From an optimization exercise on the open Yosys and OpenROAD flow, aimed at small area, a short achievable clock period and few clock cycles; shortcuts taken in it are not production practice. Where RTL was checked, it was by simulation tests only, not by an equivalence proof against the original. The RTL of run 2 was laid out without a check of its function.

==> flow/design.v <==
module tsc_sponge (
    input  wire         clk,
    input  wire         rst,         
    input  wire         cmd_valid,
    output wire         cmd_ready,
    input  wire [1:0]   cmd_op,      
    input  wire [7:0]   din_len,     
    input  wire [485:0] din,         
    output wire [485:0] dout,        
    output wire         absorbed     
);
    localparam N    = 729;
    localparam RATE = 243;
    localparam OP_RESET  = 2'd0;
    localparam OP_ABSORB = 2'd1;
    localparam OP_FINAL  = 2'd2;
    localparam OP_NEXT   = 2'd3;
    function [1:0] code2u(input [1:0] c);
        case (c)
            2'b11:   code2u = 2'd0;
            2'b00:   code2u = 2'd1;
            2'b01:   code2u = 2'd2;
            default: code2u = 2'd1;
        endcase
    endfunction
    function [1:0] u2code(input [1:0] u);
        case (u)
            2'd0:    u2code = 2'b11;
            2'd1:    u2code = 2'b00;
            default: u2code = 2'b01;
        endcase
    endfunction
    function [1:0] addu(input [1:0] a, input [1:0] b);
        reg [2:0] sum;
        begin
            sum  = a + b;
            if (sum >= 3'd3)
                sum = sum - 3'd3;
            addu = sum[1:0];
        end
    endfunction
    function [1:0] trit_add(input [1:0] a, input [1:0] b);
        trit_add = u2code(addu(code2u(a), code2u(b)));
    endfunction
    reg  [2*N-1:0] state;
    reg            abs_flag;
    reg            busy;
    reg  [4:0]     round_idx;
    wire [2*N-1:0] round_out;
    wire [4:0]     round_mod3 = round_idx % 5'd3;
    tsc_round u_round (
        .s_in  (state),
        .rmod3 (round_mod3[1:0]),
        .s_out (round_out)
    );
    wire accept = cmd_valid && !busy;
    wire final_has_data = (din_len != 8'd0);
    reg  [2*RATE-1:0] absorb_sum;
    integer j;
    always @* begin
        for (j = 0; j < RATE; j = j + 1) begin
            if (cmd_op == OP_ABSORB)
                absorb_sum[2*j +: 2] = trit_add(state[2*j +: 2], din[2*j +: 2]);
            else if (j < din_len)
                absorb_sum[2*j +: 2] = trit_add(state[2*j +: 2], din[2*j +: 2]);
            else if (j == din_len)
                absorb_sum[2*j +: 2] = trit_add(state[2*j +: 2], 2'b01);   
            else
                absorb_sum[2*j +: 2] = state[2*j +: 2];
        end
    end
    always @(posedge clk) begin
        if (rst) begin
            state     <= {2*N{1'b0}};
            abs_flag  <= 1'b0;
            busy      <= 1'b0;
            round_idx <= 5'd0;
        end else if (busy) begin
            state <= round_out;
            if (round_idx == 5'd26) begin
                busy      <= 1'b0;
                round_idx <= 5'd0;
            end else begin
                round_idx <= round_idx + 5'd1;
            end
        end else if (accept) begin
            case (cmd_op)
                OP_RESET: begin
                    state    <= {2*N{1'b0}};
                    abs_flag <= 1'b0;
                end
                OP_ABSORB: begin
                    state[2*RATE-1:0] <= absorb_sum;
                    abs_flag          <= 1'b1;
                    busy              <= 1'b1;
                end
                OP_FINAL: begin
                    if (final_has_data) begin
                        state[2*RATE-1:0] <= absorb_sum;
                        abs_flag          <= 1'b1;
                        busy              <= 1'b1;
                    end else if (!abs_flag) begin
                        busy <= 1'b1;
                    end
                end
                OP_NEXT: begin
                    busy <= 1'b1;
                end
            endcase
        end
    end
    assign cmd_ready = !busy;
    assign dout      = state[2*RATE-1:0];
    assign absorbed  = abs_flag;
endmodule
module tsc_round (
    input  wire [1457:0] s_in,
    input  wire [1:0]    rmod3,      
    output wire [1457:0] s_out
);
    localparam N    = 729;
    localparam KMUL = 376;
    function [1:0] code2u(input [1:0] c);
        case (c)
            2'b11:   code2u = 2'd0;
            2'b00:   code2u = 2'd1;
            2'b01:   code2u = 2'd2;
            default: code2u = 2'd1;
        endcase
    endfunction
    function [1:0] u2code(input [1:0] u);
        case (u)
            2'd0:    u2code = 2'b11;
            2'd1:    u2code = 2'b00;
            default: u2code = 2'b01;
        endcase
    endfunction
    function [1:0] addu(input [1:0] a, input [1:0] b);
        reg [2:0] sum;
        begin
            sum  = a + b;
            if (sum >= 3'd3)
                sum = sum - 3'd3;
            addu = sum[1:0];
        end
    endfunction
    function [1:0] sbox(input [1:0] a, input [1:0] b, input [1:0] c);
        sbox = u2code(addu(addu(code2u(a), addu(code2u(b), 2'd1)), code2u(c)));
    endfunction
    wire [1457:0] sub;
    wire [1457:0] scr;
    genvar i;
    generate
        for (i = 0; i < N; i = i + 1) begin : g_sub
            assign sub[2*i +: 2] = sbox(s_in[2*i +: 2],
                                        s_in[2*((i + N - 1) % N) +: 2],
                                        s_in[2*((i + 1) % N) +: 2]);
        end
        for (i = 0; i < N; i = i + 1) begin : g_scr
            assign scr[2*((i * KMUL + 1) % N) +: 2] = sub[2*i +: 2];
        end
        for (i = 0; i < N; i = i + 1) begin : g_inj
            if (i % 27 == 0) begin : g_c
                localparam [1:0] K3 = (i / 27) % 3;
                wire [1:0] rc_u = addu(rmod3, K3);
                assign s_out[2*i +: 2] = u2code(addu(code2u(scr[2*i +: 2]), rc_u));
            end else begin : g_p
                assign s_out[2*i +: 2] = scr[2*i +: 2];
            end
        end
    endgenerate
endmodule
==> flow/run.sh <==
#!/bin/bash
# synth_recipe.tcl (not shown) runs the flow's synth.tcl, then flattens the netlist and writes it again
# the make line also repeats each setting of config.mk as NAME=value (left out here)
make -C /OpenROAD-flow-scripts/flow DESIGN_CONFIG=/design/flow/config.mk WORK_HOME=/design/flow/orfs CLKGATE_MAP_FILE= SYNTH_SCRIPT=/design/flow/synth_recipe.tcl finish
==> flow/config.mk <==
export PLATFORM = sky130hd
export DESIGN_NAME = tsc_sponge
export DESIGN_NICKNAME = tsc_sponge
export VERILOG_FILES = /design/flow/design.v
export SDC_FILE = /design/flow/constraint.sdc
export NUM_CORES = 8
export LEC_CHECK = 0
export CAP_MARGIN = 35
export CORE_MARGIN = 2
export CORE_UTILIZATION = 25
export PLACE_DENSITY = 0.35
export SLEW_MARGIN = 35
==> flow/constraint.sdc <==
create_clock -name core_clock -period 6.5 [get_ports {clk}]
set_input_delay 1.3000 -clock core_clock [delete_from_list [all_inputs] [get_ports {clk}]]
set_output_delay 1.3000 -clock core_clock [all_outputs]
set_load 0.01 [all_outputs]
==> run_results.csv, run 1 <==
group,metric,value,unit
worst_setup_path,critPathLaunchType,"flop",
placed_design,gp_congestion,0.991,
timing,final.setup.tns,0,ps
finish,fill_cells,95600,
die,dieHeight,953,um
synthesis,syn-num-nets,33600,
worst_setup_path,worst-path-buf-inv,5,
hold_path,hp-class,"flop to flop",
timing,period_needed,5780,ps
clock_network,cts_inserted_buffers,242,
timing,final-hold-violation-count,0,
clock_network,clock-sinks,1465,
worst_setup_path,cp_cell_sequence,"inv_1, ha_1, maj3_1, a211o_1, and2_1, ha_1, a211o_1, o211ai_1, a21boi_0, buf_4, a21boi_0, ha_1, buf_4, ha_1, inv_1, fa_1, inv_1, ha_1, nor2b_1, nor3_1, a311oi_1, a311oi_1, a211oi_1",
detailed_routing,viasPerCell,5.39,
synthesis,synth.most_common_cell,"ha_1",
timing,slew_headroom,22.8,%
worst_setup_path,critPathSlowestCell,"dfxtp_1",
timing,tightest_slew,1140,ps
clock_network,cts_tree,"built",
synthesis,synthArstFlopShare,0,%
worst_setup_path,path_max_fanout,9,
worst_setup_path,slowest_delay,580,ps
clock_network,insertion_delay,1110,ps
clock_network,cts_setup_buffers,0,
placed_design,dp_hpwl,1180000,um
detailed_routing,wl_met3,95900,um
finish,regArea,29300,sq um
detailed_routing,wirelength_met1,575000,um
finish,multi_input_area,180000,sq um
synthesis,synth_area_leaders,"ha_1 (19%), fa_1 (15%), dfxtp_1 (13%), inv_1 (5.4%), a21oi_1 (4.4%)",
die,io_pins,987,
synthesis,yosysTopAreaCell,"ha_1",
flow_run,max-cap-violations,0,
worst_setup_path,critPathMostFrequentCell,"ha_1",
synthesis,ys_ff_latch,1465,
worst_setup_path,crit_family,"adder cells",
finish,drive_above_1_share,6.22,%
clock_network,cts-htree-levels,4,
detailed_routing,remaining_drc_errors,0,
die,row_count,348,
worst_setup_path,cp-end-kind,"flop",
timing,rsz0062_at_grt,"false",
timing,max_freq,173,MHz
finish,syn2layout_area_growth,16.0,%
detailed_routing,dr.pass1.iters,7,
worst_setup_path,required,7470,ps
global_routing,antenna_found_initial,243,
synthesis,synthFlopType,"dfxtp_1",
detailed_routing,vias,219000,
die,die_w,953,um
detailed_routing,wire_per_inst,33.5,um
die,initial_utilization,25.1,%
placed_design,io_buffers,986,
timing,finalClockSkew,102,ps
detailed_routing,highest_layer,"met5",
detailed_routing,antenna_left,0,
timing,min_period_over_period,89.0,%
die,dieArea,908000,sq um
global_routing,grt_pass1_wl,1780000,um
synthesis,avgSynthCellArea,8.06,sq um
detailed_routing,met2_length,583000,um
clock_network,ctsResizeCount,0,
die,core_region_area,898000,sq um
timing,slew_viol_final,0,
finish,nets,34100,
clock_network,path_clk_slew,60,ps
synthesis,synth_commonest_cells,"ha_1 (3468), inv_1 (3224), a21oi_1 (1985)",
synthesis,synth_warnings,2,
clock_network,hold_buffers,0,
global_routing,grt_max_degree,155,
timing,hold_ws,457,ps
clock_network,root_buffer,"clkbuf_16",
synthesis,yosysSeqAreaShare,13.0,%
clock_network,clockBufferDepth,4,
synthesis,synth.distinct_cells,96,
finish,post-route-util,29.1,%
synthesis,synth_top_area_share,19.3,%
global_routing,grt_pass1_vias,202000,
detailed_routing,drt_iter0_drc,20100,
synthesis,syn_area,225000,sq um
global_routing,overflow,0,
synthesis,synth_edf_count,0,
worst_setup_path,arrival,6760,ps
timing,finalSetupViolCount,0,
detailed_routing,postRouteWirelength,1360000,um
worst_setup_path,worstSetupPathType,"flop to flop",
synthesis,synth_cells,27900,
global_routing,grt.total_usage,28.7,%
outcome,status,"complete, no violations",
## cells in the final DEF, fill, tap and decap left out, types with 334 or more instances in the layout
cell	n
a21oi_1	1956
and2_1	763
buf_4	720
clkdlybuf4s50_1	976
dfxtp_1	1461
fa_1	1728
ha_1	3466
inv_1	3220
nand2_1	1715
nand2b_1	957
nand3b_1	1022
nor2_1	1685
nor2b_1	339
nor3_1	1350
nor3b_1	793
nor4_1	630
o21ai_0	1406
o311ai_0	411
o32a_1	334
## flip-flops by register name, indices dropped and copies added, names as in the netlist
name,flops
abs_flag,1
busy,1
round_idx,5
state,1458
## metrics by stage
step / instance area (sq um) / setup slack, ps / instances
2_1_floorplan: 225000 / 1700 / 27900
3_3_place_gp: 251000 / 261 / 40100
3_5_place_dp: 252000 / 773 / 40100
4_1_cts: 261000 / 768 / 40500
5_1_grt: 261000 / 363 / 40600
6_report: 261000 / 716 / 40700
## metal layers
layer,GRT usage (%),up-vias
met5,0,-
met4,18.6,76
met3,6.22,1844
met2,44.1,7725
met1,36.4,109000
li1,-,101000
## kinds of logic (layout without fill, tap and decap cells)
logic type | after synthesis | in the layout | share of synthesized area [%]
mux | 327 | 327 | 1.48
buf+inv | 4728 | 5438 | 8.79
fa+ha+maj | 5197 | 5197 | 34.6
compound gates | 6349 | 6349 | 18.1
xor+xnor | 4 | 4 | 0.0156
other cells | 0 | 121 | 0
simple gates | 9856 | 9856 | 23.9
flops | 1465 | 1465 | 13.0
## worst min-delay path, stage by stage (launching register included)
cell,delay [ps]
dfxtp_1,310
nand2_1,50
a21oi_1,50
## worst paths after layout
path,startpoint,endpoint,slack (ps),cells after the start
worst max register to register,round_idx[0]$_SDFFE_PP0P_,state[54]$_SDFFE_PP0P_,720,23
worst min-delay path,state[1079]$_SDFFE_PP0P_,state[1079]$_SDFFE_PP0P_,460,2
worst max-delay path,round_idx[0]$_SDFFE_PP0P_,state[54]$_SDFFE_PP0P_,720,23
worst min register to register,state[1079]$_SDFFE_PP0P_,state[1079]$_SDFFE_PP0P_,460,2
## area by class of cell
class	instances	share of cell area (%)
tap	11900	5.70
sequential	1465	11.2
multi-input combinational	21700	68.8
clock buffer	348	2.71
clock inverter	93	0.461
antenna	121	0.116
inverter	3225	4.64
timing repair buffer	1772	6.35
Testbench counts, summed over its fixed seeds: cycles 32,184.
==> run 2, diff against run 1 <==
==> flow/design.v (replaced) <==
module tsc_sponge (
    input  wire         clk,
    input  wire         rst,
    input  wire         cmd_valid,
    output wire         cmd_ready,
    input  wire [1:0]   cmd_op,
    input  wire [7:0]   din_len,
    input  wire [485:0] din,
    output wire [485:0] dout,
    output wire         absorbed
);
    localparam N = 729;
    localparam RATE = 243;
    localparam K = 1;
    localparam NCYC = 27;
    function [1:0] addss(input [1:0] a, input [1:0] b);
        begin
            addss[1] = (~a[1] & ~b[0]) | (a[1] & b[0]) | (~a[0] & ~b[1]) | (a[0] & b[1]);
            addss[0] = (~a[1] & ~b[1]) | (a[1] & ~a[0] & b[0]) | (a[0] & b[1] & ~b[0]);
        end
    endfunction
    function [1:0] addsq(input [1:0] a, input [1:0] b);
        begin
            addsq[1] = (~a[1] & ~b[1]) | (~a[1] & b[0]) | (a[1] & ~a[0] & ~b[0]) | (a[0] & b[1]);
            addsq[0] = (~a[1] & b[0]) | (a[1] & ~a[0] & ~b[1]) | (a[0] & b[1] & ~b[0]);
        end
    endfunction
    function [1:0] addsp(input [1:0] a, input [1:0] b);
        begin
            addsp[1] = (~a[1] & ~b[1]) | (a[1] & ~a[0] & b[0]) | (a[1] & b[1]) | (a[0] & ~b[0]);
            addsp[0] = (~a[1] & ~b[0]) | (a[1] & ~a[0] & ~b[1] & b[0]) | (a[0] & b[1]);
        end
    endfunction
    function [1:0] inj(input [1:0] a, input [1:0] b);
        begin
            inj[1] = (~a[1] & b[1]) | (~a[1] & b[0]) | (a[1] & ~a[0] & ~b[0]) | (a[0] & ~b[1]);
            inj[0] = (~a[1] & b[0]) | (a[1] & ~a[0] & b[1]) | (a[0] & ~b[1] & ~b[0]);
        end
    endfunction
    function [1:0] s2p(input [1:0] a);
        begin
            s2p[1] = (~a[1]);
            s2p[0] = (~a[0]);
        end
    endfunction
    reg  [2*N-1:0] st;
    reg            abs_flag;
    reg            busy;
    reg  [4:0]     cnt;
    reg  [1:0]     rm;       
    wire [2*N*(K+1)-1:0] stage;
    assign stage[2*N-1:0] = st;
    genvar g, i;
    generate
        for (g = 0; g < K; g = g + 1) begin : g_rnd
            wire [1:0] rr = (rm + g) % 3;
            wire [2*N-1:0] si = stage[2*N*g +: 2*N];
            wire [2*N-1:0] sub;
            wire [2*N-1:0] so;
            for (i = 0; i < N - 1; i = i + 2) begin : g_pair
                wire [1:0] q = addss(si[2*i +: 2], si[2*(i+1) +: 2]);
                assign sub[2*i +: 2]     = addsq(si[2*((i + N - 1) % N) +: 2], q);
                assign sub[2*(i+1) +: 2] = addsq(si[2*((i + 2) % N) +: 2], q);
            end
            if (1) begin : g_last
                wire [1:0] q = addss(si[2*(N-1) +: 2], si[0 +: 2]);
                assign sub[2*(N-1) +: 2] = addsq(si[2*(N-2) +: 2], q);
            end
            for (i = 0; i < N; i = i + 1) begin : g_scr
                if (((i * 376 + 1) % N) % 27 == 0) begin : g_c
                    wire [1:0] c = (rr + ((i * 376 + 1) % N) / 27) % 3;
                    assign so[2*((i * 376 + 1) % N) +: 2] = inj(sub[2*i +: 2], c);
                end else begin : g_p
                    assign so[2*((i * 376 + 1) % N) +: 2] = sub[2*i +: 2];
                end
            end
            assign stage[2*N*(g+1) +: 2*N] = so;
        end
    endgenerate
    wire accept = cmd_valid && !busy;
    reg [2*RATE-1:0] absorb_sum;
    integer j;
    always @* begin
        for (j = 0; j < RATE; j = j + 1) begin
            if (cmd_op == 2'd1 || j < din_len)
                absorb_sum[2*j +: 2] = addsp(st[2*j +: 2], din[2*j +: 2]);
            else if (j == din_len)
                absorb_sum[2*j +: 2] = addsp(st[2*j +: 2], 2'b01);
            else
                absorb_sum[2*j +: 2] = st[2*j +: 2];
        end
    end
    always @(posedge clk) begin
        if (rst) begin
            st       <= {N{2'd3}};
            abs_flag <= 1'b0;
            busy     <= 1'b0;
            cnt      <= 5'd0;
            rm       <= 2'd0;
        end else if (busy) begin
            st <= stage[2*N*K +: 2*N];
            rm <= (rm + K) % 3;
            if (cnt == NCYC - 1) begin
                busy <= 1'b0;
                cnt  <= 5'd0;
                rm   <= 2'd0;
            end else begin
                cnt <= cnt + 5'd1;
            end
        end else if (accept) begin
            case (cmd_op)
                2'd0: begin
                    st       <= {N{2'd3}};
                    abs_flag <= 1'b0;
                end
                2'd1: begin
                    st[2*RATE-1:0] <= absorb_sum;
                    abs_flag       <= 1'b1;
                    busy           <= 1'b1;
                end
                2'd2: begin
                    if (din_len != 8'd0) begin
                        st[2*RATE-1:0] <= absorb_sum;
                        abs_flag       <= 1'b1;
                        busy           <= 1'b1;
                    end else if (!abs_flag) begin
                        busy <= 1'b1;
                    end
                end
                2'd3: busy <= 1'b1;
            endcase
        end
    end
    assign cmd_ready = !busy;
    assign absorbed  = abs_flag;
    generate
        for (i = 0; i < RATE; i = i + 1) begin : g_out
            assign dout[2*i +: 2] = s2p(st[2*i +: 2]);
        end
    endgenerate
endmodule
==> run 2 against run 1 <==
  * Global-route usage is 14 points higher
  * Clock-buffer cell count shrank 16
  * Synthesized area decreased by 42%
  * Utilization rose by 1.2 points
  * Maximum frequency is 26% higher
  * Non-clock buffer count fell by 35
==> run_results.csv, run 2 <==
group,metric,value,unit
die,io_pins,987,
detailed_routing,vias,167000,
clock_network,cts_setup_buffers,0,
detailed_routing,remaining_drc_errors,0,
detailed_routing,postRouteWirelength,1180000,um
worst_setup_path,critPathSlowestCell,"dfxtp_1",
worst_setup_path,required,5200,ps
worst_setup_path,cp_cell_sequence,"inv_1, clkdlybuf4s50_1",
clock_network,cts_tree,"built",
synthesis,synth_warnings,1,
clock_network,insertion_delay,1010,ps
finish,drive_above_1_share,10.1,%
clock_network,root_buffer,"clkbuf_16",
clock_network,path_clk_slew,60,ps
finish,largest_reg_flops,1458,
clock_network,ctsResizeCount,0,
detailed_routing,dr.pass1.iters,8,
placed_design,gp_congestion,1.06,
finish,regMostFlops,"st",
timing,hold_ws,473,ps
detailed_routing,antenna_left,0,
clock_network,cts_inserted_buffers,219,
clock_network,hold_buffers,0,
die,initial_utilization,25.1,%
finish,final_cell_mix,"nand2_1 (1978), a21oi_1 (1852), nor2_1 (1594)",
placed_design,placed_area,149000,sq um
finish,syn2layout_area_growth,20.8,%
die,row_count,265,
detailed_routing,viasPerCell,6.37,
synthesis,syn_area,130000,sq um
worst_setup_path,worstSetupPathType,"flop to output pin",
timing,tightest_slew,1300,ps
timing,finalClockSkew,65.9,ps
synthesis,yosysTopAreaCell,"dfxtp_1",
placed_design,dp_hpwl,986000,um
synthesis,synth_cells,18900,
finish,nets,19200,
timing,period_needed,4580,ps
timing,max_freq,218,MHz
synthesis,syn-num-nets,19400,
timing,slew_headroom,13.6,%
global_routing,grt_pass1_wl,1490000,um
synthesis,synth.most_common_cell,"nand2_1",
synthesis,synth.distinct_cells,115,
synthesis,synthArstFlopShare,0,%
synthesis,synth_area_leaders,"dfxtp_1 (23%), a21oi_1 (7.5%), nand2_1 (5.7%), o21ai_0 (5.7%), clkbuf_1 (5.4%)",
flow_run,max-cap-violations,0,
die,dieArea,526000,sq um
die,die_w,726,um
die,core_region_area,520000,sq um
synthesis,synth_edf_count,0,
global_routing,grt.total_usage,42.5,%
clock_network,clockBufferDepth,4,
worst_setup_path,path_max_fanout,10,
hold_path,hp-class,"flop to flop",
worst_setup_path,slowest_delay,920,ps
synthesis,synthFlopType,"dfxtp_1",
outcome,status,"complete, no violations",
synthesis,ys_ff_latch,1467,
detailed_routing,drt_iter0_drc,26400,
worst_setup_path,critPathLaunchType,"flop",
timing,final.setup.tns,0,ps
synthesis,yosysSeqAreaShare,22.6,%
timing,slew_viol_final,0,
global_routing,grt_pass1_vias,141000,
synthesis,synth_commonest_cells,"nand2_1 (1984), a21oi_1 (1960), clkbuf_1 (1859)",
timing,rsz0062_at_grt,"false",
timing,min_period_over_period,70.5,%
clock_network,clock-sinks,1467,
synthesis,avgSynthCellArea,6.90,sq um
synthesis,synth_top_area_share,22.6,%
placed_design,io_buffers,986,
worst_setup_path,cp-end-kind,"output pin",
timing,final-hold-violation-count,0,
timing,finalSetupViolCount,0,
finish,post-route-util,30.3,%
global_routing,grt_max_degree,175,
finish,fin_area,157000,sq um
worst_setup_path,arrival,3280,ps
global_routing,overflow,0,
finish,largestRegisters,"st (1458), cnt (5), rm (2)",
detailed_routing,wire_per_inst,45.3,um
die,dieHeight,726,um
clock_network,cts-htree-levels,4,
finish,mostFrequentLayoutCell,"nand2_1",
global_routing,antenna_found_initial,290,
## run 2: cell count changes after synthesis, sizes merged, moves of 426 or more
| cell | before | now |
|---|---|---|
| ha | 3468 | 8 |
| inv | 3224 | 801 |
| fa | 1728 | 0 |
| clkbuf | 809 | 1861 |
| nor3 | 1362 | 384 |
| nand3b | 1022 | 259 |
| nor3b | 794 | 37 |
| nand2b | 959 | 219 |
| o221ai | 8 | 728 |
| o311ai | 665 | 40 |
| nor4 | 634 | 51 |
| and2 | 766 | 222 |
| xor2 | 3 | 430 |
| buf | 694 | 268 |
## run 2: per-layer routing
layer | routed length [um] | vias up | global-route usage, %
met4 | 127000 | 76 | 38.5
met3 | 118000 | 2241 | 10.7
met2 | 469000 | 10600 | 59.1
met1 | 471000 | 83700 | 53.7
met5 | 484 | - | 0
li1 | - | 70000 | -
## run 2: worst paths after layout
path / slack, ps / endpoint / cells past startpoint / startpoint
max reg2reg: 2610 / st[217]$_SDFFE_PP1P_ / 7 / busy$_SDFF_PP0_
min reg2reg: 470 / st[479]$_SDFFE_PP1P_ / 2 / st[479]$_SDFFE_PP1P_
max: 1920 / dout[457] / 2 / st[457]$_SDFFE_PP1P_
min: 470 / st[479]$_SDFFE_PP1P_ / 2 / st[479]$_SDFFE_PP1P_
## run 2: through the flow
step / setup slack, ps / std cells
after global placement: 410 / 25300
after floorplan: 3010 / 18900
after detailed placement: 1210 / 25400
final: 1920 / 26200
after CTS: 1930 / 25800
after global routing: 1990 / 26000
## run 2: logic make-up after synthesis
logic type / count (synthesis) / synth area share (%)
simple gates: 5769 / 21.0
compound gates: 7539 / 39.6
xor+xnor: 751 / 5.05
buf+inv: 2938 / 8.71
flops: 1467 / 22.6
mux: 383 / 3.02
fa+ha+maj: 8 / 0.0769
## run 2: layout make-up
class	instances	area (sq um)
multi-input combinational	14500	91600
clock inverter	65	821
clock buffer	332	6660
tap	6942	8690
timing repair buffer	1737	16100
sequential	1467	29400
antenna	354	886
fill	56900	362000
inverter	809	3050
## run 2: worst max-delay path: cells and delay by family, from the launching register on
family                 cells  cell delay (ps)
buffers and inverters      2             1380
flip-flops                 1              920
==> run 3, diff against run 2 <==
==> flow/design.v (replaced) <==
module tsc_sponge (
    input  wire         clk,
    input  wire         rst,
    input  wire         cmd_valid,
    output wire         cmd_ready,
    input  wire [1:0]   cmd_op,
    input  wire [7:0]   din_len,
    input  wire [485:0] din,
    output wire [485:0] dout,
    output wire         absorbed
);
    localparam N = 729;
    localparam RATE = 243;
    localparam K = 3;
    localparam F = 3;
    localparam B = 8;
    function [1:0] addss(input [1:0] a, input [1:0] b);
        begin
            addss[1] = (~a[1] & b[0]) | (a[1] & ~a[0] & b[1] & ~b[0]) | (a[0] & ~b[1]);
            addss[0] = (~a[1] & ~b[1]) | (a[1] & ~a[0] & b[0]) | (a[0] & b[1] & ~b[0]);
        end
    endfunction
    function [1:0] addsq(input [1:0] a, input [1:0] b);
        begin
            addsq[1] = (~a[1] & b[1]) | (~a[1] & b[0]) | (a[1] & ~a[0] & ~b[0]) | (a[0] & ~b[1]);
            addsq[0] = (~a[1] & b[0]) | (a[1] & ~a[0] & b[1]) | (a[0] & ~b[1] & ~b[0]);
        end
    endfunction
    function [1:0] addsp(input [1:0] a, input [1:0] b);
        begin
            addsp[1] = (~a[1] & ~b[1]) | (a[1] & b[1]) | (~a[0] & ~b[0]) | (a[0] & b[0]);
            addsp[0] = (~a[1] & ~b[1] & b[0]) | (a[1] & ~a[0] & ~b[0]) | (a[0] & b[1]);
        end
    endfunction
    function [1:0] inj(input [1:0] a, input [1:0] b);
        begin
            inj[1] = (~a[1] & b[1]) | (~a[1] & b[0]) | (a[1] & ~a[0] & ~b[1]) | (a[0] & ~b[0]);
            inj[0] = (~a[1] & b[1]) | (a[1] & ~a[0] & b[0]) | (a[0] & ~b[1] & ~b[0]);
        end
    endfunction
    function [1:0] s2p(input [1:0] a);
        begin
            s2p[1] = (a[1] & ~a[0]);
            s2p[0] = (~a[0]);
        end
    endfunction
    reg  [2*N-1:0] st;
    reg            abs_flag;
    reg            busy;
    reg            rdy;      
    reg  [4:0]     cnt;
    reg  [1:0]     rm;       
    wire accept   = cmd_valid && !busy;
    wire has_data = (din_len != 8'd0);
    wire add_en   = !busy && (cmd_op == 2'd1 || (cmd_op == 2'd2 && has_data));
    reg  [RATE-1:0] lane_din, lane_pad;
    integer j;
    always @* begin
        for (j = 0; j < RATE; j = j + 1) begin
            lane_din[j] = (cmd_op == 2'd1) || (j < din_len);
            lane_pad[j] = (cmd_op != 2'd1) && (j == din_len);
        end
    end
    wire [2*N*(K+1)-1:0] stage;
    genvar g, i;
    generate
        for (i = 0; i < RATE; i = i + 1) begin : g_abs
            wire [1:0] sd = addsp(st[2*i +: 2], din[2*i +: 2]);
            wire [1:0] sp = addsp(st[2*i +: 2], 2'b01);
            assign stage[2*i +: 2] = !add_en ? st[2*i +: 2] :
                                     lane_din[i] ? sd : lane_pad[i] ? sp : st[2*i +: 2];
        end
        assign stage[2*N-1:2*RATE] = st[2*N-1:2*RATE];
        for (g = 0; g < K; g = g + 1) begin : g_rnd
            wire [1:0] rr = (rm + g) % 3;
            wire [2*N-1:0] si = stage[2*N*g +: 2*N];
            wire [2*N-1:0] sub;
            wire [2*N-1:0] so;
            for (i = 0; i < N - 1; i = i + 2) begin : g_pair
                wire [1:0] q = addss(si[2*i +: 2], si[2*(i+1) +: 2]);
                assign sub[2*i +: 2]     = addsq(si[2*((i + N - 1) % N) +: 2], q);
                assign sub[2*(i+1) +: 2] = addsq(si[2*((i + 2) % N) +: 2], q);
            end
            if (1) begin : g_last
                wire [1:0] q = addss(si[2*(N-1) +: 2], si[0 +: 2]);
                assign sub[2*(N-1) +: 2] = addsq(si[2*(N-2) +: 2], q);
            end
            for (i = 0; i < N; i = i + 1) begin : g_scr
                if (((i * 376 + 1) % N) % 27 == 0) begin : g_c
                    wire [1:0] c = (rr + ((i * 376 + 1) % N) / 27) % 3;
                    assign so[2*((i * 376 + 1) % N) +: 2] = inj(sub[2*i +: 2], c);
                end else begin : g_p
                    assign so[2*((i * 376 + 1) % N) +: 2] = sub[2*i +: 2];
                end
            end
            assign stage[2*N*(g+1) +: 2*N] = so;
        end
    endgenerate
    always @(posedge clk) begin
        if (rst) begin
            st       <= {N{2'd3}};
            abs_flag <= 1'b0;
            busy     <= 1'b0;
            rdy      <= 1'b1;
            cnt      <= 5'd0;
            rm       <= 2'd0;
        end else if (busy) begin
            st <= stage[2*N*K +: 2*N];
            rm <= (rm + K) % 3;
            if (cnt == B - 1) begin
                busy <= 1'b0;
                rdy  <= 1'b1;
                cnt  <= 5'd0;
                rm   <= 2'd0;
            end else begin
                cnt <= cnt + 5'd1;
            end
        end else if (accept) begin
            if (cmd_op == 2'd0) begin
                st       <= {N{2'd3}};
                abs_flag <= 1'b0;
            end else if (cmd_op != 2'd2 || has_data || !abs_flag) begin
                st <= stage[2*N*F +: 2*N];
                if (add_en)
                    abs_flag <= 1'b1;
                busy <= 1'b1;
                rdy  <= 1'b0;
                rm   <= F % 3;
            end
        end
    end
    assign cmd_ready = rdy;
    assign absorbed  = abs_flag;
    generate
        for (i = 0; i < RATE; i = i + 1) begin : g_out
            assign dout[2*i +: 2] = s2p(st[2*i +: 2]);
        end
    endgenerate
endmodule
==> flow/config.mk (replaced) <==
export PLATFORM = sky130hd
export DESIGN_NAME = tsc_sponge
export DESIGN_NICKNAME = tsc_sponge
export VERILOG_FILES = /design/flow/design.v
export SDC_FILE = /design/flow/constraint.sdc
export NUM_CORES = 8
export LEC_CHECK = 0
export ABC_AREA = 1
export CAP_MARGIN = 20
export CORE_MARGIN = 2
export CORE_UTILIZATION = 35
export PLACE_DENSITY = 0.5
export SETUP_SLACK_MARGIN = 3.0
export SLEW_MARGIN = 20
==> run 3 against run 2 <==
  * The flow now stops in 5_1_grt
  * Synthesized area grew 93%
  * Synthesized cell count grew to 2.8 times the previous value
==> run_results.csv, run 3 <==
group,metric,value,unit
synthesis,synth_cells,52000,
synthesis,synth_area_leaders,"nand2_1 (28%), dfxtp_1 (12%), inv_1 (11%), nor2_1 (11%), nand3_1 (10%)",
synthesis,syn-num-nets,52800,
synthesis,synth_edf_count,0,
global_routing,grt.total_usage,94.2,%
synthesis,synth_warnings,1,
die,dieHeight,851,um
synthesis,avgSynthCellArea,4.83,sq um
synthesis,yosysTopAreaCell,"nand2_1",
synthesis,synth_commonest_cells,"nand2_1 (18800), inv_1 (7672), nor2_1 (7372)",
die,io_pins,987,
synthesis,synth.most_common_cell,"nand2_1",
clock_network,clockBufferDepth,4,
clock_network,cts-htree-levels,4,
global_routing,grt_pass1_vias,495000,
die,initial_utilization,35.0,%
synthesis,synth.distinct_cells,86,
placed_design,gp_congestion,1.52,
die,die_w,851,um
synthesis,yosysSeqAreaShare,11.7,%
outcome,error_line,"[ERROR GRT-0116] Global routing finished with congestion. Check the congestion regions in the DRC Viewer.",
global_routing,grt_pass1_wl,4950000,um
placed_design,dp_hpwl,2750000,um
synthesis,synth_top_area_share,28.1,%
clock_network,clock-sinks,1468,
outcome,stop_stage,"5_1_grt",
synthesis,syn_area,251000,sq um
global_routing,grt_max_degree,133,
synthesis,synthArstFlopShare,0,%
global_routing,overflow,27300,
die,row_count,311,
clock_network,cts_inserted_buffers,237,
synthesis,synthFlopType,"dfxtp_1",
clock_network,root_buffer,"clkbuf_16",
placed_design,io_buffers,986,
outcome,status,"did not finish",
synthesis,ys_ff_latch,1468,
==> run 3: cell types whose count changed after synthesis, sizes merged, moves of 1283 or more <==
cell / delta
nand3: +5169
nand2: +16900
nor2: +6432
inv: +7220
o21ai: +2016
clkbuf: -1283
==> run 3: cell families after synthesis <==
| kind of cell | after synthesis | synth area share (%) |
|---|---|---|
| AND/OR/NAND/NOR | 33800 | 55.9 |
| buffers and inverters | 8908 | 13.7 |
| flip-flops | 1468 | 11.7 |
| multiplexers | 1 | 0.00399 |
| adder cells (fa/ha/maj) | 247 | 1.23 |
| AO/OA/AOI/OAI | 7593 | 17.3 |
| XOR/XNOR | 14 | 0.0489 |
==> run 3: worst min-delay path by stage <==
stage                                 to  slack [ps]  cells past startpoint
floorplan           st[377]$_SDFFE_PP1P_         440                      2
global placement    st[377]$_SDFFE_PP1P_         460                      2
detailed placement      rdy$_SDFFE_PP1P_         480                      2
CTS                 st[185]$_SDFFE_PP1P_         500                      2
==> run 3: per-layer routing <==
| metal | GRT usage, % | GRT overflow |
|---|---|---|
| met1 | 91.8 | 889 |
| met2 | 108 | 20000 |
| met3 | 84.7 | 750 |
| met4 | 90.7 | 5629 |
| met5 | 71.0 | 87 |
==> run 3: metrics by stage <==
step            TNS, ps  hold slack (ps)  area (sq um)  cells  setup WS [ps]
2_1_floorplan         0              438        266000  52000           1880
3_3_place_gp   -1225470              458        389000  73100          -2240
3_5_place_dp   -1176860              476        389000  73100          -2230
4_1_cts               0              496        402000  73700            847
==> run 3: what timing repair did <==
action	CTS
setup endpoints to repair	1921
pin swaps	165
gates resized for setup	926
hold buffers	0
cloned	10
buffers inserted	122
Testbench counts of run 3, summed over its fixed seeds: cycles 10,562.

-- static timing again, ports no longer ideal --
No port has a modelled driver above. Below, the same layouts with a new extraction and two added sets of constraints.
Step 1 (the two cells are an assumption about what drives the block):
set clk [get_ports {clk}]
set_driving_cell -lib_cell sky130_fd_sc_hd__clkbuf_16 $clk
set_driving_cell -lib_cell sky130_fd_sc_hd__buf_2 [delete_from_list [all_inputs] $clk]
Step 2 moves the port delays by t, midway between the first and last clock arrival at a register: inputs arrive t later, outputs are due t later. That takes back most of the time a late clock gives input paths.
a / b / c = ideal / step 1 / step 2; a / b = the first two.
| run | shift t [ns] | setup WS [ns] | worst setup path after step 2 | latest minus earliest clock arrival (ns) |
|---|---|---|---|---|
| run 1 | 1.228 | 0.716 / 0.716 / 0.716 | register to register | 0.105 / 0.105 |
| run 2 | 1.094 | 1.920 / 1.802 / 0.942 | input to register | 0.068 / 0.068 |
After both steps setup and hold are still met in every run listed. The setup slack of run 2, which loses most, moves by -0.118 ns with the drivers and by -0.978 ns with both steps.
